What follows belongs to an exercise in optimizing a design on an open flow for a short achievable clock period and few clock cycles; a production flow would make more cautious choices.
In this exercise RTL edits were held to simulation tests only and were not proved equivalent to the original.
No activity file was given, so power comes from the tool's default toggle rates.

==> design.v <==
module rast1 (
    input             clk,
    input             rst,
    input             host_valid,
    input             host_we,
    input      [2:0]  host_addr,       
    input      [31:0] host_wdata,
    output reg        host_ready,
    output reg [31:0] host_rdata,
    output reg        mem_valid,
    output reg        mem_we,
    output reg [31:0] mem_addr,
    output reg [7:0]  mem_wdata,
    input             mem_ready,
    input      [7:0]  mem_rdata,
    input             mem_err
);
    localparam SW = 640;
    localparam SH = 400;
    localparam PH_BM = 2'd0;
    localparam PH_RD = 2'd1;
    localparam PH_WR = 2'd2;
    reg [31:0] fb_base, bm_base, arg0, arg1, cmd;
    reg [14:0] a1_y80;          
    reg [16:0] a1_negy;         
    reg [17:0] a1_yh;           
    reg [7:0]  status;
    reg        run;             
    reg [1:0]  ax;              
    reg        ay;              
    wire signed [17:0] ox  = {{2{arg0[15]}}, arg0[15:0]};
    wire signed [17:0] ox2 = {{2{arg0[31]}}, arg0[31:16]};
    wire signed [17:0] c_hlo0 = (ox < ox2) ? ox : ox2;
    wire signed [17:0] c_hhi0 = (ox < ox2) ? ox2 : ox;
    wire signed [17:0] c_hlo  = (c_hlo0 < 0) ? 18'sd0 : c_hlo0;
    wire signed [17:0] c_hhi  = (c_hhi0 > SW - 1) ? SW - 1 : c_hhi0;
    function [13:0] blgeo;       
        input [1:0]  w;
        input [17:0] x;
        reg          left, right;
        reg [4:0]    m;
        reg [6:0]    off;
        reg [5:0]    wb;
        reg [2:0]    nb;
        begin
            wb    = (w == 2'd0) ? 6'd8 : (w == 2'd1) ? 6'd16 : 6'd32;
            nb    = (w == 2'd0) ? 3'd1 : (w == 2'd1) ? 3'd2 : 3'd4;
            left  = x[17];
            right = !left && (x > (18'd640 - {12'd0, wb}));
            m     = left ? (5'd0 - x[4:0]) : (x[4:0] & (wb[4:0] - 5'd1));
            off   = left ? 7'd0 : right ? (7'd80 - {4'd0, nb}) :
                    (x[9:3] & ~({4'd0, nb} - 7'd1));
            blgeo = {right, !left && !right && (m != 5'd0), m, off};
        end
    endfunction
    wire [13:0] g0 = blgeo(2'd0, ox);
    wire [13:0] g1 = blgeo(2'd1, ox);
    wire [13:0] g2 = blgeo(2'd2, ox);
    reg               x1_xon, x1_x2ge1, x1_hlok, x1_left, x1_xlt640;
    reg signed [17:0] x1_rcxe;
    reg [9:0]         x1_x, x1_hlo, x1_hhi;
    reg [7:0]         x1_jx80;
    reg [2:0]         x1_xgtw, x1_two;
    reg [4:0]         x1_m0, x1_m1, x1_m2;
    reg [6:0]         x1_off0, x1_off1, x1_off2;
    always @(posedge clk) begin
        x1_xon    <= (ox >= 0) && (ox < SW);
        x1_x2ge1  <= (ox2 >= 1);
        x1_hlok   <= !(c_hhi0 < 0) && !(c_hlo0 >= SW);
        x1_left   <= (ox < 0);
        x1_xlt640 <= (ox < SW);
        x1_rcxe   <= ox + ox2 - 18'sd1;
        x1_x      <= ox[9:0];
        x1_hlo    <= c_hlo[9:0];
        x1_hhi    <= c_hhi[9:0];
        x1_jx80   <= {1'b0, ox[9:3]} + 8'd80;
        x1_xgtw   <= {(ox > -18'sd32), (ox > -18'sd16), (ox > -18'sd8)};
        x1_two    <= {g2[12], g1[12], g0[12]};
        x1_m0     <= g0[11:7];
        x1_m1     <= g1[11:7];
        x1_m2     <= g2[11:7];
        x1_off0   <= g0[6:0];
        x1_off1   <= g1[6:0];
        x1_off2   <= g2[6:0];
    end
    function [25:0] spgeo;       
        input [9:0] lo, hi;
        reg   [7:0] ma, mb;
        begin
            ma = 8'hFF >> lo[2:0];
            mb = 8'hFF << (3'd7 - hi[2:0]);
            if (lo[9:3] == hi[9:3]) ma = ma & mb;
            spgeo = {lo[9:3] == hi[9:3], mb == 8'hFF, hi[9:3] - lo[9:3], ma, mb, ma == 8'hFF};
        end
    endfunction
    wire [9:0] d_rchi = (x1_rcxe > SW - 1) ? 10'd639 : x1_rcxe[9:0];
    reg        x2_xon, x2_x2ge1, x2_hlok, x2_left, x2_xlt640;
    reg [2:0]  x2_xgtw, x2_two;
    reg [4:0]  x2_m0, x2_m1, x2_m2;
    reg [25:0] x2_sg_pl, x2_sg_hl, x2_sg_rc;
    reg [5:0]  x2_wmm0, x2_wmm1, x2_wmm2;
    reg [31:0] x2_fx, x2_fx80, x2_fh, x2_ft0, x2_ft1, x2_ft2;
    always @(posedge clk) begin
        x2_xon    <= x1_xon;
        x2_x2ge1  <= x1_x2ge1;
        x2_hlok   <= x1_hlok;
        x2_left   <= x1_left;
        x2_xlt640 <= x1_xlt640;
        x2_xgtw   <= x1_xgtw;
        x2_two    <= x1_two;
        x2_m0     <= x1_m0;
        x2_m1     <= x1_m1;
        x2_m2     <= x1_m2;
        x2_wmm0   <= 6'd8  - {1'b0, x1_m0};
        x2_wmm1   <= 6'd16 - {1'b0, x1_m1};
        x2_wmm2   <= 6'd32 - {1'b0, x1_m2};
        x2_sg_pl  <= spgeo(x1_x, x1_x);
        x2_sg_hl  <= spgeo(x1_hlo, x1_hhi);
        x2_sg_rc  <= spgeo(x1_x, d_rchi);
        x2_fx     <= fb_base + {25'd0, x1_x[9:3]};
        x2_fx80   <= fb_base + {24'd0, x1_jx80};
        x2_fh     <= fb_base + {25'd0, x1_hlo[9:3]};
        x2_ft0    <= fb_base + {25'd0, x1_off0};
        x2_ft1    <= fb_base + {25'd0, x1_off1};
        x2_ft2    <= fb_base + {25'd0, x1_off2};
    end
    wire signed [17:0] oy  = {{2{arg1[15]}}, arg1[15:0]};
    wire signed [17:0] oh  = {{2{arg1[31]}}, arg1[31:16]};
    wire        yneg  = arg1[15];
    wire [31:0] y80   = {17'd0, a1_y80};
    wire        yon   = !yneg && (oy < SH);
    wire        hge1  = (oh >= 1);
    wire signed [17:0] yh = a1_yh;
    wire        yhbig = (yh > SH);                  
    wire [8:0]  rows0 = yhbig ? (9'd399 - arg1[8:0]) : (arg1[24:16] - 9'd1);
    wire [8:0]  rowsn = yhbig ? 9'd399 : (yh[8:0] - 9'd1);
    wire        ybl   = hge1 && (oy < SH) && (!yneg || (yh >= 1));
    reg        y1_plok, y1_hlok, y1_rcok;
    reg [2:0]  y1_blok;
    reg [8:0]  y1_rows_rc, y1_rows_bl;
    reg        y1_rz_rc, y1_rz_bl;
    reg [31:0] y1_ax, y1_ax80, y1_ah, y1_tw0, y1_tw1, y1_tw2, y1_bm0, y1_bm1, y1_bm2;
    always @(posedge clk) begin
        y1_plok    <= x2_xon && yon;
        y1_hlok    <= x2_hlok && yon;
        y1_rcok    <= x2_xon && x2_x2ge1 && yon && hge1;
        y1_blok    <= {3{ybl && x2_xlt640}} & x2_xgtw;
        y1_rows_rc <= rows0;
        y1_rz_rc   <= (rows0 == 9'd0);
        y1_rz_bl   <= yneg ? (rowsn == 9'd0) : (rows0 == 9'd0);
        y1_rows_bl <= yneg ? rowsn : rows0;
        y1_ax      <= x2_fx   + y80;
        y1_ax80    <= x2_fx80 + y80;
        y1_ah      <= x2_fh   + y80;
        y1_tw0     <= x2_ft0  + y80;
        y1_tw1     <= x2_ft1  + y80;
        y1_tw2     <= x2_ft2  + y80;
        y1_bm0     <= yneg ? (bm_base + {15'd0, a1_negy}) : bm_base;
        y1_bm1     <= yneg ? (bm_base + {14'd0, a1_negy, 1'b0}) : bm_base;
        y1_bm2     <= yneg ? (bm_base + {13'd0, a1_negy, 2'b00}) : bm_base;
    end
    wire [3:0] h_op   = host_wdata[3:0];
    wire [1:0] h_wsel = host_wdata[5:4];
    wire       h_legal = (host_wdata[31:8] == 24'd0) &&
                         ((h_op <= 4'd4 && host_wdata[7:4] == 4'd0) ||
                          (h_op == 4'd5 && h_wsel != 2'd3) ||
                          (h_op == 4'd6 && h_wsel != 2'd3 && host_wdata[7:6] == 2'd0));
    wire       h_blit = (h_op == 4'd5) || (h_op == 4'd6);
    wire       h_ok   = (h_op == 4'd1) ? y1_plok :
                        (h_op == 4'd2) ? y1_hlok :
                        (h_op == 4'd3 || h_op == 4'd4) ? y1_rcok :
                        h_blit ? ((h_wsel == 2'd0) ? y1_blok[0] :
                                  (h_wsel == 2'd1) ? y1_blok[1] : y1_blok[2]) :
                        1'b0;
    wire        d_blit = h_op[2] & (h_op[1] | h_op[0]);       
    wire        d_pl   = h_op[0] & ~h_op[1];                  
    wire        d_hl   = h_op[1] & ~h_op[0];                  
    wire        d_rc   = (h_op[1] & h_op[0]) | h_op[2];       
    wire        d_w2   = h_wsel[1];
    wire        d_w1   = h_wsel[0];
    wire [25:0] h_sg  = d_pl ? x2_sg_pl : d_hl ? x2_sg_hl : x2_sg_rc;
    wire        h_set = ~h_op[2];
    wire [1:0]  h_nb1 = d_w2 ? 2'd3 : d_w1 ? 2'd1 : 2'd0;
    wire [4:0]  h_m   = d_w2 ? x2_m2 : d_w1 ? x2_m1 : x2_m0;
    wire        cmd_go = host_valid && !host_ready && host_we && (host_addr == 3'd4) &&
                         (ax == 2'd3) && ay;
    reg        blit;            
    reg        first;           
    reg [1:0]  ph;              
    reg        tg;              
    reg [1:0]  bi;              
    reg        bz;              
    reg [1:0]  nb1;             
    reg        two;
    reg        left;
    reg [4:0]  m;
    reg [5:0]  wmm;             
    reg [31:0] win;             
    reg        alpha, destr, inv;
    reg [8:0]  rr;              
    reg        rz;              
    reg [31:0] rA80;            
    reg [31:0] ws;              
    reg [31:0] bmn;             
    reg [31:0] s;               
    reg [31:0] fq;              
    reg [31:0] ab_a, ab_b;      
    reg [31:0] ab_a2, ab_b2;    
    reg        sset;
    reg        sprd;
    reg [31:0] q_addr;
    reg        q_we;
    reg [7:0]  q_wdata;            
    reg [6:0]  bc, bcinit;      
    reg        bcz, bcinitz;
    reg [7:0]  mkA, mkB;
    reg        fullA, fullB;
    reg [7:0]  sp_a, sp_b;      
    reg [31:0] F1, F2;
    always @(posedge clk) begin
        F1 <= left ? (win << m) : (win >> m);
        F2 <= win << wmm;
    end
    wire [31:0] S1 = left ? (s << m) : (s >> m);
    wire [31:0] S2 = s << wmm;
    function [63:0] abf;
        input [31:0] sv, fv;
        input        al, de, iv;
        begin
            if (al)
                abf = {~sv, 32'd0};
            else case ({de, iv})
                2'b00:   abf = {32'hFFFFFFFF, sv};
                2'b01:   abf = {~sv, sv};
                2'b10:   abf = {~fv | sv, sv};
                default: abf = {~fv | (sv ^ fv), sv ^ fv};
            endcase
        end
    endfunction
    wire [63:0] ab1c = abf(S1, F1, alpha, destr, inv);
    wire [63:0] ab2c = abf(S2, F2, alpha, destr, inv);
    wire [7:0]  s8   = s[31:24];
    wire [7:0]  S8   = left ? (s8 << m[2:0]) : (s8 >> m[2:0]);
    wire [63:0] ab8c = abf({S8, 24'd0}, F1, alpha, destr, inv);
    wire        n1     = (nb1 == 2'd0);
    wire [7:0]  wf_fb  = n1 ? mem_rdata : fq[31:24];
    wire [7:0]  wf_a   = (n1 && !tg) ? ab8c[63:56] : ab_a[31:24];
    wire [7:0]  wf_b   = (n1 && !tg) ? ab8c[31:24] : ab_b[31:24];
    wire [7:0]  w_first = (wf_fb & wf_a) | (~wf_fb & wf_b);
    wire [7:0]  w_next  = (fq[31:24] & ab_a[31:24]) | (~fq[31:24] & ab_b[31:24]);
    wire [7:0]  w_rmw   = (mem_rdata & sp_a) | (~mem_rdata & sp_b);
    wire [7:0]  sfill   = sset ? 8'hFF : 8'h00;
    wire [31:0] addr_inc = q_addr + 32'd1;
    wire        xfer     = run && mem_ready;
    reg  [31:0] fq_w;
    always @(*) begin
        fq_w = fq;
        case (bi)
            2'd0: fq_w[31:24] = mem_rdata;
            2'd1: fq_w[23:16] = mem_rdata;
            2'd2: fq_w[15:8]  = mem_rdata;
            default: fq_w[7:0] = mem_rdata;
        endcase
    end
    always @(posedge clk) begin
        begin
            mem_addr  <= q_addr;
            mem_we    <= q_we;
            mem_wdata <= q_wdata;
            case (host_addr)
                3'd0:    host_rdata <= fb_base;
                3'd1:    host_rdata <= bm_base;
                3'd2:    host_rdata <= arg0;
                3'd3:    host_rdata <= arg1;
                3'd4:    host_rdata <= cmd;
                3'd5:    host_rdata <= {24'd0, status};
                3'd6:    host_rdata <= {16'd400, 16'd640};
                default: host_rdata <= 32'd0;
            endcase
            host_ready <= 1'b0;
            if (ax != 2'd3) ax <= ax + 2'd1;
            ay    <= 1'b1;
            first <= 1'b0;
            if (!run) begin
                blit      <= d_blit;
                first     <= 1'b1;
                q_we    <= !d_blit && h_sg[0]; mem_we <= !d_blit && h_sg[0];
                sprd      <= !h_sg[0];
                q_addr    <= d_blit ? (d_w2 ? y1_bm2 : d_w1 ? y1_bm1 : y1_bm0) :
                             d_hl ? y1_ah : y1_ax;
                mem_addr  <= d_blit ? (d_w2 ? y1_bm2 : d_w1 ? y1_bm1 : y1_bm0) :
                             d_hl ? y1_ah : y1_ax;
                q_wdata <= h_set ? 8'hFF : 8'h00; mem_wdata <= h_set ? 8'hFF : 8'h00;
                sset      <= h_set;
                bc        <= h_sg[23:17];
                bcinit    <= h_sg[23:17];
                bcz       <= h_sg[25];
                bcinitz   <= h_sg[25];
                mkA       <= h_sg[16:9];
                mkB       <= h_sg[8:1];
                fullA     <= h_sg[0];
                fullB     <= h_sg[24];
                sp_a      <= h_set ? 8'hFF : ~h_sg[16:9];
                sp_b      <= h_set ? h_sg[16:9] : 8'h00;
                rA80      <= y1_ax80;
                rr        <= d_blit ? y1_rows_bl : d_rc ? y1_rows_rc : 9'd0;
                rz        <= d_blit ? y1_rz_bl : d_rc ? y1_rz_rc : 1'b1;
                ph        <= PH_BM;
                bi        <= 2'd0;
                bz        <= !(d_w2 | d_w1);
                nb1       <= h_nb1;
                tg        <= 1'b0;
                left      <= x2_left;
                two       <= d_w2 ? x2_two[2] : d_w1 ? x2_two[1] : x2_two[0];
                m         <= h_m;
                wmm       <= d_w2 ? x2_wmm2 : d_w1 ? x2_wmm1 : x2_wmm0;
                win       <= d_w2 ? 32'hFFFFFFFF : d_w1 ? 32'hFFFF0000 : 32'hFF000000;
                ws        <= d_w2 ? y1_tw2 : d_w1 ? y1_tw1 : y1_tw0;
                alpha     <= h_op[1];
                destr     <= host_wdata[6];
                inv       <= host_wdata[7];
                if (host_valid && !host_ready) begin
                    if (host_we) begin
                        case (host_addr)
                            3'd0: begin fb_base <= host_wdata; ax <= 2'd0; end
                            3'd1: begin bm_base <= host_wdata; ay <= 1'b0; end
                            3'd2: begin arg0    <= host_wdata; ax <= 2'd0; end
                            3'd3: begin
                                arg1    <= host_wdata;
                                a1_y80  <= host_wdata[15] ? 15'd0 :
                                           ({host_wdata[8:0], 6'd0} + {2'd0, host_wdata[8:0], 4'd0});
                                a1_negy <= 17'd0 - {host_wdata[15], host_wdata[15:0]};
                                a1_yh   <= {{2{host_wdata[15]}}, host_wdata[15:0]} +
                                           {{2{host_wdata[31]}}, host_wdata[31:16]};
                                ay      <= 1'b0;
                            end
                            default: ;
                        endcase
                        if (host_addr != 3'd4)
                            host_ready <= 1'b1;
                    end else begin
                        host_ready <= 1'b1;
                    end
                end
                if (cmd_go) begin
                    cmd <= host_wdata;
                    if (h_legal && h_ok) begin
                        run       <= 1'b1;
                        mem_valid <= 1'b1;
                    end else begin
                        status     <= h_legal ? 8'h00 : 8'h11;
                        host_ready <= 1'b1;
                    end
                end
            end else begin
                if (first)
                    rA80 <= blit ? (ws + 32'd80) : rA80;
                if (blit && ph == PH_RD && !tg) begin
                    ab_a2 <= ab2c[63:32];
                    ab_b2 <= ab2c[31:0];
                    if (!(mem_ready && bz)) begin
                        ab_a <= ab1c[63:32];
                        ab_b <= ab1c[31:0];
                    end
                end
                if (mem_ready) begin
                    if (mem_err) begin
                        status     <= 8'h21;
                        host_ready <= 1'b1;
                        mem_valid  <= 1'b0;
                        run        <= 1'b0;
                    end else if (!blit) begin
                        if (sprd) begin
                            sprd      <= 1'b0;
                            q_we    <= 1'b1; mem_we <= 1'b1;
                            q_wdata <= w_rmw; mem_wdata <= w_rmw;
                        end else if (!bcz) begin
                            q_addr  <= addr_inc; mem_addr <= addr_inc;
                            bc        <= bc - 7'd1;
                            bcz       <= (bc == 7'd1);
                            q_we    <= (bc == 7'd1) ? fullB : 1'b1; mem_we <= (bc == 7'd1) ? fullB : 1'b1;
                            sprd      <= (bc == 7'd1) && !fullB;
                            sp_a      <= sset ? 8'hFF : ~mkB;
                            sp_b      <= sset ? mkB : 8'h00;
                            q_wdata <= sfill; mem_wdata <= sfill;
                        end else if (!rz) begin
                            q_addr  <= rA80; mem_addr <= rA80;
                            rA80      <= rA80 + 32'd80;
                            rr        <= rr - 9'd1;
                            rz        <= (rr == 9'd1);
                            bc        <= bcinit;
                            bcz       <= bcinitz;
                            q_we    <= fullA; mem_we <= fullA;
                            sprd      <= !fullA;
                            sp_a      <= sset ? 8'hFF : ~mkA;
                            sp_b      <= sset ? mkA : 8'h00;
                            q_wdata <= sfill; mem_wdata <= sfill;
                        end else begin
                            status     <= 8'h00;
                            host_ready <= 1'b1;
                            mem_valid  <= 1'b0;
                            run        <= 1'b0;
                        end
                    end else begin
                        case (ph)
                            PH_BM: begin
                                case (bi)
                                    2'd0: s <= {mem_rdata, 24'd0};
                                    2'd1: s[23:16] <= mem_rdata;
                                    2'd2: s[15:8]  <= mem_rdata;
                                    default: s[7:0] <= mem_rdata;
                                endcase
                                bmn <= addr_inc;
                                if (!bz) begin
                                    bi       <= bi + 2'd1;
                                    bz       <= (bi + 2'd1 == nb1);
                                    q_addr <= addr_inc; mem_addr <= addr_inc;
                                end else begin
                                    bi       <= 2'd0;
                                    bz       <= n1;
                                    ph       <= PH_RD;
                                    q_addr <= ws; mem_addr <= ws;
                                end
                            end
                            PH_RD: begin
                                if (!bz) begin
                                    fq       <= fq_w;
                                    bi       <= bi + 2'd1;
                                    bz       <= (bi + 2'd1 == nb1);
                                    q_addr <= addr_inc; mem_addr <= addr_inc;
                                end else begin
                                    fq        <= fq_w << 8;
                                    ab_a      <= ab_a << 8;
                                    ab_b      <= ab_b << 8;
                                    bi        <= 2'd0;
                                    bz        <= n1;
                                    ph        <= PH_WR;
                                    q_we    <= 1'b1; mem_we <= 1'b1;
                                    q_addr  <= ws; mem_addr <= ws;
                                    q_wdata <= w_first; mem_wdata <= w_first;
                                end
                            end
                            default: begin   
                                fq   <= fq << 8;
                                ab_a <= ab_a << 8;
                                ab_b <= ab_b << 8;
                                if (!bz) begin
                                    bi        <= bi + 2'd1;
                                    bz        <= (bi + 2'd1 == nb1);
                                    q_addr  <= addr_inc; mem_addr <= addr_inc;
                                    q_wdata <= w_next; mem_wdata <= w_next;
                                end else if (!tg && two) begin
                                    bi       <= 2'd0;
                                    bz       <= n1;
                                    tg       <= 1'b1;
                                    ph       <= PH_RD;
                                    q_we   <= 1'b0; mem_we <= 1'b0;
                                    q_addr <= addr_inc; mem_addr <= addr_inc;
                                    ws       <= addr_inc;
                                    ab_a     <= ab_a2;
                                    ab_b     <= ab_b2;
                                end else if (!rz) begin
                                    bi       <= 2'd0;
                                    bz       <= n1;
                                    tg       <= 1'b0;
                                    ph       <= PH_BM;
                                    q_we   <= 1'b0; mem_we <= 1'b0;
                                    q_addr <= bmn; mem_addr <= bmn;
                                    ws       <= rA80;
                                    rA80     <= rA80 + 32'd80;
                                    rr       <= rr - 9'd1;
                                    rz       <= (rr == 9'd1);
                                end else begin
                                    status     <= 8'h00;
                                    host_ready <= 1'b1;
                                    mem_valid  <= 1'b0;
                                    run        <= 1'b0;
                                end
                            end
                        endcase
                    end
                end
            end
        end
        if (rst) begin
            fb_base    <= 32'd0;
            bm_base    <= 32'd0;
            arg0       <= 32'd0;
            arg1       <= 32'd0;
            a1_y80     <= 15'd0;
            a1_negy    <= 17'd0;
            a1_yh      <= 18'd0;
            cmd        <= 32'd0;
            q_addr     <= 32'd0;
            q_we       <= 1'b0;
            q_wdata    <= 8'd0;
            status     <= 8'd0;
            run        <= 1'b0;
            host_ready <= 1'b0;
            mem_valid  <= 1'b0;
            ax         <= 2'd0;
            ay         <= 1'b0;
        end
    end
endmodule
==> flow/run.sh <==
#!/bin/bash
set -euo pipefail
bash standard.sh SETUP_SLACK_MARGIN=6.7 finish > flow_make.log 2>&1
==> standard.sh <==
#!/bin/bash
# synth_recipe.tcl (not shown) runs the flow's synth.tcl, then flattens the netlist and writes it again
# the make line also repeats each setting of config.mk as NAME=value (left out here)
make -C /OpenROAD-flow-scripts/flow DESIGN_CONFIG=/design/flow/config.mk WORK_HOME=/design/flow/orfs CLKGATE_MAP_FILE= SYNTH_SCRIPT=/design/flow/synth_recipe.tcl "${@:-finish}"
==> config.mk <==
export PLATFORM = sky130hd
export DESIGN_NAME = rast1
export DESIGN_NICKNAME = rast1
export VERILOG_FILES = /design/flow/design.v
export SDC_FILE = /design/flow/constraint.sdc
export NUM_CORES = 4
export LEC_CHECK = 0
export ABC_CLOCK_PERIOD_IN_PS = 3000
export CAP_MARGIN = 30
export CORE_MARGIN = 2
export CORE_UTILIZATION = 55
export PLACE_DENSITY = 0.7
export SLEW_MARGIN = 30
export TNS_END_PERCENT = 100
==> constraint.sdc <==
create_clock -name core_clock -period 10.0 [get_ports {clk}]
set_input_delay 2.0000 -clock core_clock [delete_from_list [all_inputs] [get_ports {clk}]]
set_output_delay 2.0000 -clock core_clock [all_outputs]
set_load 0.01 [all_outputs]
==> impl_metrics.ini, run 1 <==
[worst_setup_path]
critical_path_depth = 10
critPathBufInv = 1
crit_family = compound AO/OA/AOI/OAI gates
critical_path_arrival_ns = 4.10
max_stage_delay_ns = 0.40
cp_max_fo = 7
start_kind = primary input
cp_slowest_cell = or3b_4
cp_cell_sequence = buf_2 -> ha_1 -> or3_1 -> nor2_1 -> or3b_4 -> a21oi_4 -> a41oi_2 -> a21oi_2 -> nor4b_2 -> a211o_1
rrSetupSlack_ns = 6.66
critPathKind = primary input to register
required_ns = 10.71
crit_start = host_wdata[20]
rr_endpoint = x2_ft2[30]$_DFF_P_
r2r_start = fb_base[16]$_SDFFE_PP0P_
end_kind = register
rr_worst_depth = 5
crit_end = a1_yh[15]$_SDFFE_PP0P_

[floorplan]
die_h_um = 377
die_area_um2 = 142000
die_w_um = 377
rows = 136
core_area_um2 = 138000
start_util = 0.555
num_io_pins = 124

[global_route]
top_usage_layer = met2
grt_use_met3 = 0.0770
grt_usage = 0.383
grtUsageMet1 = 0.467
antenna_found_initial = 6
gr-total-overflow = 0
grt_start_max_net_pins = 91
grt_pass1_wl_um = 410000
grt_pass1_vias = 63600
grt.met2_usage = 0.596

[yosys]
yosys.area.top_type = dfxtp_1
synth_cell_types = 109
synth_edf_count = 336
ys_seq_area_frac = 0.421
yosysWarnings = 1
ys_ff_latch = 1440
syn_inst = 8491
async_reset_ff_frac = 0
mappedNetlistArea_um2 = 76500
avgSynthCellArea_um2 = 9.02
synth_nets = 8837
synth_top_flop_cell = dfxtp_1
synth_area_leaders = dfxtp_1, edfxtp_1, nand2_1, xnor2_1, ha_1
yosys.area.top_type_share = 0.289

[run_status]
status = complete, no violations

[placed_design]
gp_congestion = 1.01
place_area_um2 = 79400
hpwl_um = 191000
io_buffers = 123

[power]
cellPowerDensity_nw_per_um2 = 156
ir_drop_mv = 0.131
leakagePower_nw = 34.1

[sta]
fin_crit_sh = 0.339
report.final.slew_viol_count = 0
hold_violations = 0
tns_ns = 0
worst_pin_slew_ns = 1.20
finalSetupViolCount = 0
fmax_mhz = 295
slew_headroom = 0.194
fin_worst_skew_ns = 0.0354
layout_min_cycle_time_ns = 3.39
rsz0062_at_grt = true

[clock_network]
cts_buffers = 155
clock-root-buffer = clkbuf_16
cts_max_path_buffers = 3
holdBufCountCts = 0
path_clk_slew_ns = 0.06
cts_tree = yes
cts_max_level = 4
cts_sinks = 1440
clk_latency_ns = 0.82

[routing]
via_per_inst = 6.47
dr_total_vias = 67300
first_pass_iters = 10
wl_per_cell_um = 27.0
routed_wirelength_um = 281000
initialDrtViolationCount = 8495
detail-route-antenna-nets = 0
drcViolationCount = 0

[finish]
drive_above_1_share = 0.141
fin_util = 0.637
design_area_um2 = 87800
syn_to_final_growth_pct = 14.7
finalNetCount = 8825

[flow_run]
cap_viol_max_count = 0

[hold_path]
min_path_type = register to register
[kinds of logic after synthesis]
family / after synthesis / share of synthesized area
mux: 470 / 0.0776
simple gates: 2650 / 0.158
compound gates: 2111 / 0.176
fa+ha+maj: 298 / 0.0505
other cells: 1 / 0.0000490
flops: 1440 / 0.421
buf+inv: 917 / 0.0475
xor+xnor: 604 / 0.0692
[synthesized netlist by cell type (74+ instances only)]
cell type,number
edfxtp_1,336
a211oi_1,87
a21o_1,74
nand3_1,186
a31oi_1,86
nor3_1,146
mux2i_1,317
clkbuf_1,463
inv_1,311
nor2b_1,129
o211ai_1,94
nand2_1,1052
a21oi_1,648
dfxtp_1,1104
nor2_1,659
xor2_1,193
and3_1,89
o22ai_1,74
xnor2_1,410
o21ai_0,469
mux4_2,93
ha_1,278
[final cells by class]
| type | instances | area, um2 |
|---|---|---|
| clock buffers | 225 | 4490 |
| flip-flops and latches | 1440 | 32300 |
| fillers | 11300 | 50000 |
| inverters | 318 | 1240 |
| multi-input cells | 6148 | 42600 |
| clock inverters | 63 | 763 |
| well taps | 1794 | 2240 |
| repair buffers | 416 | 4150 |
| diodes | 3 | 7.51 |
[where the power goes]
part,switching (mW),leakage [nW],internal (mW)
clock,2.51,2.56,3.45
sequential,0.154,12.3,6.16
combinational,0.860,19.3,0.517
total,3.53,34.1,10.1
[worst min-delay path by stage]
stage	from	to	slack (ns)	cells after the start
finish	x1_hlok$_DFF_P_	x2_hlok$_DFF_P_	0.33	0
detailed placement	x2_ft1[2]$_DFF_P_	y1_tw1[2]$_DFF_P_	0.31	0
floorplan	x1_hlok$_DFF_P_	x2_hlok$_DFF_P_	0.31	0
global placement	x2_ft0[3]$_DFF_P_	y1_tw0[3]$_DFF_P_	0.31	0
global route	x1_hlok$_DFF_P_	x2_hlok$_DFF_P_	0.33	0
CTS	x1_hlok$_DFF_P_	x2_hlok$_DFF_P_	0.32	0
[per-layer routing]
layer,wire [um],part of all wire
met1,102000,0.37
met5,34,0.00012
met3,28400,0.10
met2,124000,0.44
met4,25500,0.091
[layout by cell type, fill, tap and decap left out, types with 38 or more instances in the layout]
| cell type | netlist | routed |
|---|---|---|
| inv_1 | 311 | 299 |
| o211ai_1 | 94 | 94 |
| nand2_1 | 1052 | 1043 |
| a211oi_1 | 87 | 64 |
| mux2i_1 | 317 | 309 |
| o21a_1 | 52 | 47 |
| or3_1 | 52 | 50 |
| mux2_2 | 60 | 55 |
| buf_2 | 46 | 54 |
| nand2b_1 | 73 | 70 |
| nand3_1 | 186 | 181 |
| o21ai_0 | 469 | 379 |
| clkbuf_1 | 463 | 38 |
| ha_1 | 278 | 261 |
| o21ai_1 | 28 | 110 |
| nor2_1 | 659 | 632 |
| xnor2_1 | 410 | 410 |
| mux4_2 | 93 | 93 |
| a222oi_1 | 59 | 59 |
| a21o_1 | 74 | 73 |
| buf_6 | 9 | 56 |
| nor3_1 | 146 | 138 |
| nor2b_1 | 129 | 119 |
| a22oi_1 | 61 | 58 |
| o22ai_1 | 74 | 71 |
| and3_1 | 89 | 89 |
| a31oi_1 | 86 | 79 |
| xor2_1 | 193 | 192 |
| edfxtp_1 | 336 | 336 |
| a21oi_1 | 648 | 597 |
| clkbuf_16 | 0 | 165 |
| nand4_1 | 53 | 53 |
| and2_1 | 58 | 55 |
| a21oi_2 | 4 | 49 |
| buf_4 | 14 | 214 |
| dfxtp_1 | 1104 | 1053 |
[stage by stage]
step	hold WS (ns)	setup slack, ns	cells	total power, mW
global route	0.332	6.58	10400	14.0
global placement	0.310	4.21	9938	7.63
finish	0.326	6.61	10400	13.7
CTS	0.324	6.61	10300	13.6
detailed placement	0.312	4.11	9941	7.66
floorplan	0.310	6.15	8491	7.23
[what timing repair did]
| item | in CTS | in global routing |
|---|---|---|
| buffers inserted | 72 | 71 |
| gates resized for setup | 676 | 167 |
| gates cloned | 20 | 11 |
| endpoints found under the setup margin | 788 | 476 |
| pin swaps | 51 | 49 |
Testbench counts, summed over its fixed seeds: cycles 174,630.
==> run 2, diff against run 1 <==
--- a/config.mk
+++ b/config.mk
@@ -9,6 +9,6 @@
 export CAP_MARGIN = 30
 export CORE_MARGIN = 2
-export CORE_UTILIZATION = 55
-export PLACE_DENSITY = 0.7
+export CORE_UTILIZATION = 65
+export PLACE_DENSITY = 0.8
 export SLEW_MARGIN = 30
 export TNS_END_PERCENT = 100
==> run 2 against run 1 <==
Critical path depth unchanged. Sequential share of layout area up 0.11 points. Largest power group unchanged. Total power down 0.53%. Highest routed layer unchanged. Utilization up 11 points. Clock skew up 0.013 ns.
==> impl_metrics.ini, run 2 <==
[clock_network]
clock-root-buffer = clkbuf_16
cts_max_level = 4
cts_buffers = 149
cts_max_path_buffers = 3
clk_latency_ns = 0.83
cts_tree = yes
cts_sinks = 1440
path_clk_slew_ns = 0.06

[global_route]
grt_use_met3 = 0.137
antenna_found_initial = 9
grt.met2_usage = 0.679
grt_pass1_wl_um = 416000
grt_usage = 0.456
top_usage_layer = met2
grt_pass1_vias = 65700
gr-total-overflow = 0
grt_start_max_net_pins = 202
grtUsageMet1 = 0.551

[worst_setup_path]
end_kind = register
critPathKind = primary input to register
critical_path_arrival_ns = 4.17
start_kind = primary input
crit_start = host_wdata[4]
cp_max_fo = 12
required_ns = 10.73
r2r_start = m[0]$_DFFE_PN_
rr_worst_depth = 9

[finish]
layout_commonest_cell = dfxtp_1
design_area_um2 = 87600
layout.cells.non_filler = 10100
fin_util = 0.751
drive_above_1_share = 0.141
layout_common_cells = dfxtp_1, nand2_1, nor2_1, a21oi_1, xnor2_1
finalNetCount = 8816
syn_to_final_growth_pct = 14.4

[sta]
rsz0062_at_grt = true
finalWorstSetupSlack_ns = 6.55
fmax_mhz = 290
finalSetupViolCount = 0
report.final.slew_viol_count = 0
fin_worst_skew_ns = 0.0480
hold_violations = 0
timing.hold.ws_ns = 0.327
layout_min_cycle_time_ns = 3.45
fin_crit_sh = 0.345
worst_pin_slew_ns = 1.23
slew_headroom = 0.182
tns_ns = 0

[yosys]
yosys.cell_count.top_type = dfxtp_1
ys_seq_area_frac = 0.421
mappedNetlistArea_um2 = 76500
synth_area_leaders = dfxtp_1, edfxtp_1, nand2_1, xnor2_1, ha_1
yosysWarnings = 1
synth_top_flop_cell = dfxtp_1
synth_nets = 8837
yosys.area.top_type = dfxtp_1
avgSynthCellArea_um2 = 9.02
yosys-top-cells-count = dfxtp_1, nand2_1, nor2_1, a21oi_1, o21ai_0
synth_edf_count = 336
async_reset_ff_frac = 0
synth_cell_types = 109
ys_ff_latch = 1440
yosys.area.top_type_share = 0.289
syn_inst = 8491

[power]
leakagePower_nw = 34.1
power_frac_clock = 0.431
pwr-share-seq = 0.465
ir_drop_mv = 0.201
cellPowerDensity_nw_per_um2 = 155
p_sw_mw = 3.53
power_mw = 13.6
combPwrFrac = 0.104
p_int_mw = 10.1
switching_share = 0.259

[placed_design]
io_buffers = 123
post-place-ws_ns = 4.23
gp_congestion = 1.02
place_area_um2 = 79100
hpwl_um = 192000
dp.cells = 9678

[floorplan]
start_util = 0.657
num_io_pins = 124
core_area_um2 = 117000
die_h_um = 347
rows = 125
die_area_um2 = 121000
die_w_um = 347

[routing]
wl_per_cell_um = 28.0
dr_total_vias = 69000
initialDrtViolationCount = 10400
drcViolationCount = 0
via_per_inst = 6.82
first_pass_iters = 9
routed_wirelength_um = 283000
detail-route-antenna-nets = 0

[flow_run]
cap_viol_max_count = 0

[hold_path]
hold_start = x2_fx80[1]$_DFF_P_
min_path_type = register to register
min_path_cells = 0

[run_status]
status = complete, no violations
==> run 2: cell count changes in the layout (fill, tap and decap cells not counted), sizes merged, moves of 2 or more <==
cell,change
clkbuf,-27
dlygate4sd2,+8
clkinv,+5
buf,+4
nand2,-3
bufbuf,+2
bufinv,+2
clkdlybuf4s50,-2
inv,-2
==> run 2: worst paths after layout <==
path	to	slack (ns)
hold reg to reg	y1_ax80[1]$_DFF_P_	0.33
setup reg to reg	ab_a2[23]$_DFFE_PP_	6.64
setup / recovery	a1_y80[13]$_SDFFE_PP0P_	6.55
hold / removal	y1_ax80[1]$_DFF_P_	0.33
==> run 2: power by group through the flow <==
| stage | sequential (mW) | clock, mW | combinational (mW) |
|---|---|---|---|
| floorplan | 6.36 | 0 | 0.863 |
| global placement | 6.42 | 0 | 1.20 |
| detailed placement | 6.43 | 0 | 1.22 |
| CTS | 6.30 | 5.83 | 1.32 |
| global route | 6.33 | 6.07 | 1.49 |
| finish | 6.32 | 5.85 | 1.42 |
==> run 2: what timing repair did <==
action / 4_1_cts / 5_1_grt
gates cloned: 25 / 4
setup endpoints to repair: 842 / 482
buffers inserted: 96 / 38
pin swaps: 54 / 46
resized for setup: 713 / 145
hold buffers: 0 / 0
endpoints found under the hold margin: 0 / 0
==> run 2: kinds of logic after synthesis <==
group	Yosys count	synth area share
mux	470	0.0776
fa+ha+maj	298	0.0505
flops	1440	0.421
compound gates	2111	0.176
simple gates	2650	0.158
xor+xnor	604	0.0692
other cells	1	0.0000490
buf+inv	917	0.0475
==> run 2: critical path, cell delays in order <==
cell,delay (ns)
buf_16,0.16
buf_16,0.18
ha_2,0.33
a21oi_4,0.18
nor2b_1,0.06
o21a_1,0.18
o41a_1,0.34
xnor2_1,0.17
or3_4,0.40
a21oi_2,0.15
==> run 2: cell type report <==
| class | instances | area (um2) |
|---|---|---|
| inverters | 318 | 1230 |
| multi-input cells | 6145 | 42600 |
| repair inverters | 1 | 7.51 |
| flip-flops and latches | 1440 | 32300 |
| fillers | 8097 | 29000 |
| clock buffers | 210 | 4270 |
| well taps | 1524 | 1910 |
| clock inverters | 67 | 858 |
| repair buffers | 415 | 4310 |
| diodes | 4 | 10.0 |
==> run 2: layer usage <==
layer,up-vias,share of wire
li1,30200,-
met4,6,0.095
met1,32500,0.35
met3,1220,0.13
met2,5088,0.42
met5,-,0.00013
==> run 3, diff against run 2 <==
==> flow/run.sh (replaced) <==
#!/bin/bash
set -euo pipefail
bash standard.sh SETUP_SLACK_MARGIN=7.1 finish > flow_make.log 2>&1
--- a/config.mk
+++ b/config.mk
@@ -9,6 +9,6 @@
 export CAP_MARGIN = 30
 export CORE_MARGIN = 2
-export CORE_UTILIZATION = 65
-export PLACE_DENSITY = 0.8
+export CORE_UTILIZATION = 55
+export PLACE_DENSITY = 0.7
 export SLEW_MARGIN = 30
 export TNS_END_PERCENT = 100
==> run 3 against run 2 <==
Utilization fell by 4.7 points. First-iteration DRC count rose by 12%. Register-to-register slack improved by 0.02 ns. Clock skew fell by 0.013 ns. Combinational power rose by 25%. Maximum frequency barely moved. Clock power barely moved. Synthesized cell count did not move. Sequential power barely moved. Global-route usage fell by 3.6 points. Count of clock-buffer cells in the layout rose by 7.
==> impl_metrics.ini, run 3 <==
[run_status]
status = complete, no violations

[placed_design]
hpwl_um = 198000
dp.cells = 9958
post-place-ws_ns = 4.03
io_buffers = 123
gp_congestion = 0.993

[power]
ir_drop_mv = 0.170
pwr-share-seq = 0.453
power_frac_clock = 0.420
combPwrFrac = 0.127
leakagePower_nw = 37.8
cellPowerDensity_nw_per_um2 = 144
p_int_mw = 10.2
p_sw_mw = 3.76
switching_share = 0.269

[sta]
finalSetupViolCount = 0
worst_pin_slew_ns = 1.07
finalWorstSetupSlack_ns = 6.55
hold_violations = 0
fin_worst_skew_ns = 0.0349
layout_min_cycle_time_ns = 3.45
slew_headroom = 0.288
timing.hold.ws_ns = 0.325
rsz0062_at_grt = true
fmax_mhz = 290
fin_crit_sh = 0.345
report.final.slew_viol_count = 0
tns_ns = 0

[routing]
via_per_inst = 6.70
first_pass_iters = 15
drcViolationCount = 0
routed_wirelength_um = 321000
initialDrtViolationCount = 11700
wl_per_cell_um = 29.6
detail-route-antenna-nets = 0
dr_total_vias = 72600

[finish]
layout.cells.non_filler = 10800
syn_to_final_growth_pct = 26.8
diodes = 0
multi_input_area_um2 = 46000
layout_commonest_cell = nand2_1
layout_common_cells = nand2_1, dfxtp_1, nor2_1, a21oi_1, buf_4
drive_above_1_share = 0.241
finalNetCount = 9258
n_fill_cell = 9890
seq_area_um2 = 32400

[worst_setup_path]
r2r_start = m[0]$_DFFE_PN_
end_kind = register
critical_path_arrival_ns = 4.19
critPathKind = primary input to register
required_ns = 10.74
start_kind = primary input
cp_cell_sequence = buf_8 -> buf_12 -> buf_4 -> ha_4 -> a21o_1 -> a21oi_2 -> nor2b_1 -> o21a_1 -> o41a_1 -> xnor2_1 -> or3_1 -> a21oi_1
cp_slowest_cell = o41a_1
rrSetupSlack_ns = 6.66
rr_worst_depth = 9
crit_start = host_wdata[0]
rr_endpoint = ab_b2[19]$_SDFFCE_PP0P_
cp_max_fo = 6
max_stage_delay_ns = 0.33

[yosys]
ys_ff_latch = 1440
mappedNetlistArea_um2 = 76500
yosys.area.top_type_share = 0.289
synth_top_flop_cell = dfxtp_1
async_reset_ff_frac = 0
synth_edf_count = 336
synth_cell_types = 109
syn_inst = 8491
synth_nets = 8837
yosysWarnings = 1
ys_seq_area_frac = 0.421
yosys.cell_count.top_type = dfxtp_1
yosys.area.top_type = dfxtp_1
avgSynthCellArea_um2 = 9.02
synth_area_leaders = dfxtp_1, edfxtp_1, nand2_1, xnor2_1, ha_1
yosys-top-cells-count = dfxtp_1, nand2_1, nor2_1, a21oi_1, o21ai_0

[global_route]
grt_pass1_wl_um = 443000
grt_usage = 0.420
gr-total-overflow = 0
grt_start_max_net_pins = 199
grt_pass1_vias = 66100
antenna_found_initial = 9

[clock_network]
cts_sinks = 1440
cts_buffers = 153
cts_max_path_buffers = 3
holdBufCountCts = 0
path_clk_slew_ns = 0.06
clk_latency_ns = 0.82
clock-root-buffer = clkbuf_16
cts_max_level = 4
cts_tree = yes

[floorplan]
num_io_pins = 124
start_util = 0.555
die_w_um = 377
die_h_um = 377
rows = 136
core_area_um2 = 138000
die_area_um2 = 142000

[hold_path]
min_path_cells = 0
min_to = y1_tw1[3]$_DFF_P_
hold_start = x2_ft1[3]$_DFF_P_
min_path_type = register to register

[flow_run]
cap_viol_max_count = 0
==> run 3: power groups by stage <==
stage                     Sequential (mW)  Clock (mW)  Combinational (mW)
after detailed placement             6.44           0                1.25
after floorplan                      6.36           0               0.884
after global routing                 6.34        6.09                1.84
after CTS                            6.31        5.82                1.56
final                                6.33        5.86                1.77
after global placement               6.43           0                1.23
==> run 3: worst max path at each step <==
stage | end | slack [ns] | cells after the start
final | a1_y80[13]$_SDFFE_PP0P_ | 6.55 | 12
after global routing | a1_y80[14]$_SDFFE_PP0P_ | 6.56 | 13
after CTS | host_ready | 6.64 | 1
after detailed placement | a1_yh[16]$_SDFFE_PP0P_ | 4.03 | 9
after global placement | a1_yh[16]$_SDFFE_PP0P_ | 4.28 | 9
after floorplan | ab_a2[0]$_DFFE_PP_ | 6.15 | 5
==> run 3: worst max-delay path: cells and delay by family <==
| kind | cells | cell delay (ns) |
|---|---|---|
| AO/OA/AOI/OAI | 5 | 1.08 |
| AND/OR/NAND/NOR | 2 | 0.41 |
| buffers and inverters | 3 | 0.38 |
| adder cells (fa/ha/maj) | 1 | 0.17 |
| XOR/XNOR | 1 | 0.13 |
==> run 3: final cells by class <==
| type | count | share of cell area |
|---|---|---|
| flip-flops and latches | 1440 | 0.334 |
| inverters | 318 | 0.0134 |
| multi-input cells | 6158 | 0.474 |
| repair inverters | 1 | 0.000116 |
| clock buffers | 217 | 0.0455 |
| clock inverters | 68 | 0.00731 |
| repair buffers | 840 | 0.103 |
| well taps | 1794 | 0.0231 |
==> run 3: layer usage <==
layer  share of wire  track usage  wire length, um  up-vias
met4           0.096        0.321            30700       10
li1                -            -                -    31100
met3            0.13        0.121            42600     1407
met1            0.36        0.534           116000    34400
met2            0.41        0.601           132000     5670
met5         0.00020            0               63        -
==> run 3: timing repair <==
action / in CTS / in global routing
resized for setup: 1306 / 586
pin swaps: 195 / 239
cloned: 75 / 26
setup endpoints to repair: 1163 / 741
endpoints found under the hold margin: 0 / 0
buffers inserted: 299 / 193
==> run 3: logic make-up after synthesis <==
kind of cell | share of synthesized area
and+or+nand+nor | 0.158
AOI/OAI and AO/OA | 0.176
DFF | 0.421
buffers and inverters | 0.0475
xor gates and xnor gates | 0.0692
muxes | 0.0776
adders and majority gates | 0.0505
other | 0.0000490
==> run 3: stage by stage <==
stage                     utilization  power (mW)  area (um2)
after floorplan                     -        7.25       78400
after global placement          0.578        7.66       79600
after detailed placement        0.579        7.69       79700
after CTS                       0.672        13.7       92600
after global routing            0.704        14.3       97100
final                           0.704        14.0       97100

==> static timing again, ports no longer ideal <==
Ports are ideal in the flow. The routed layouts listed here were re-timed in OpenROAD. Step 1 sets driving cells, clkbuf_16 on the clock port and buf_2 on the other inputs (assumed; they add their load-dependent delay and slew). Step 2 times the ports against the registers' clock, not the clock port: input delays grow and output delays shrink by t, the midpoint of the rising clock arrivals with the driver on. a / b / c = ideal / step 1 / step 2; a / b = the first two.
| run | t (ns) | setup WS [ns] | hold slack, ns | worst register clock-pin slew, ns |
|---|---|---|---|---|
| run 1 | 0.890 | 6.609 / 6.549 / 5.741 | 0.326 / 0.326 / 0.326 | 0.08 / 0.08 |
| run 2 | 0.877 | 6.551 / 6.537 / 5.659 | 0.327 / 0.327 / 0.327 | 0.07 / 0.07 |
| run 3 | 0.894 | 6.553 / 6.519 / 5.625 | 0.325 / 0.325 / 0.325 | 0.07 / 0.07 |
After both steps setup and hold are still met in every run listed. The setup slack of run 3, which loses most, moves by -0.034 ns with the drivers and by -0.928 ns with both steps.
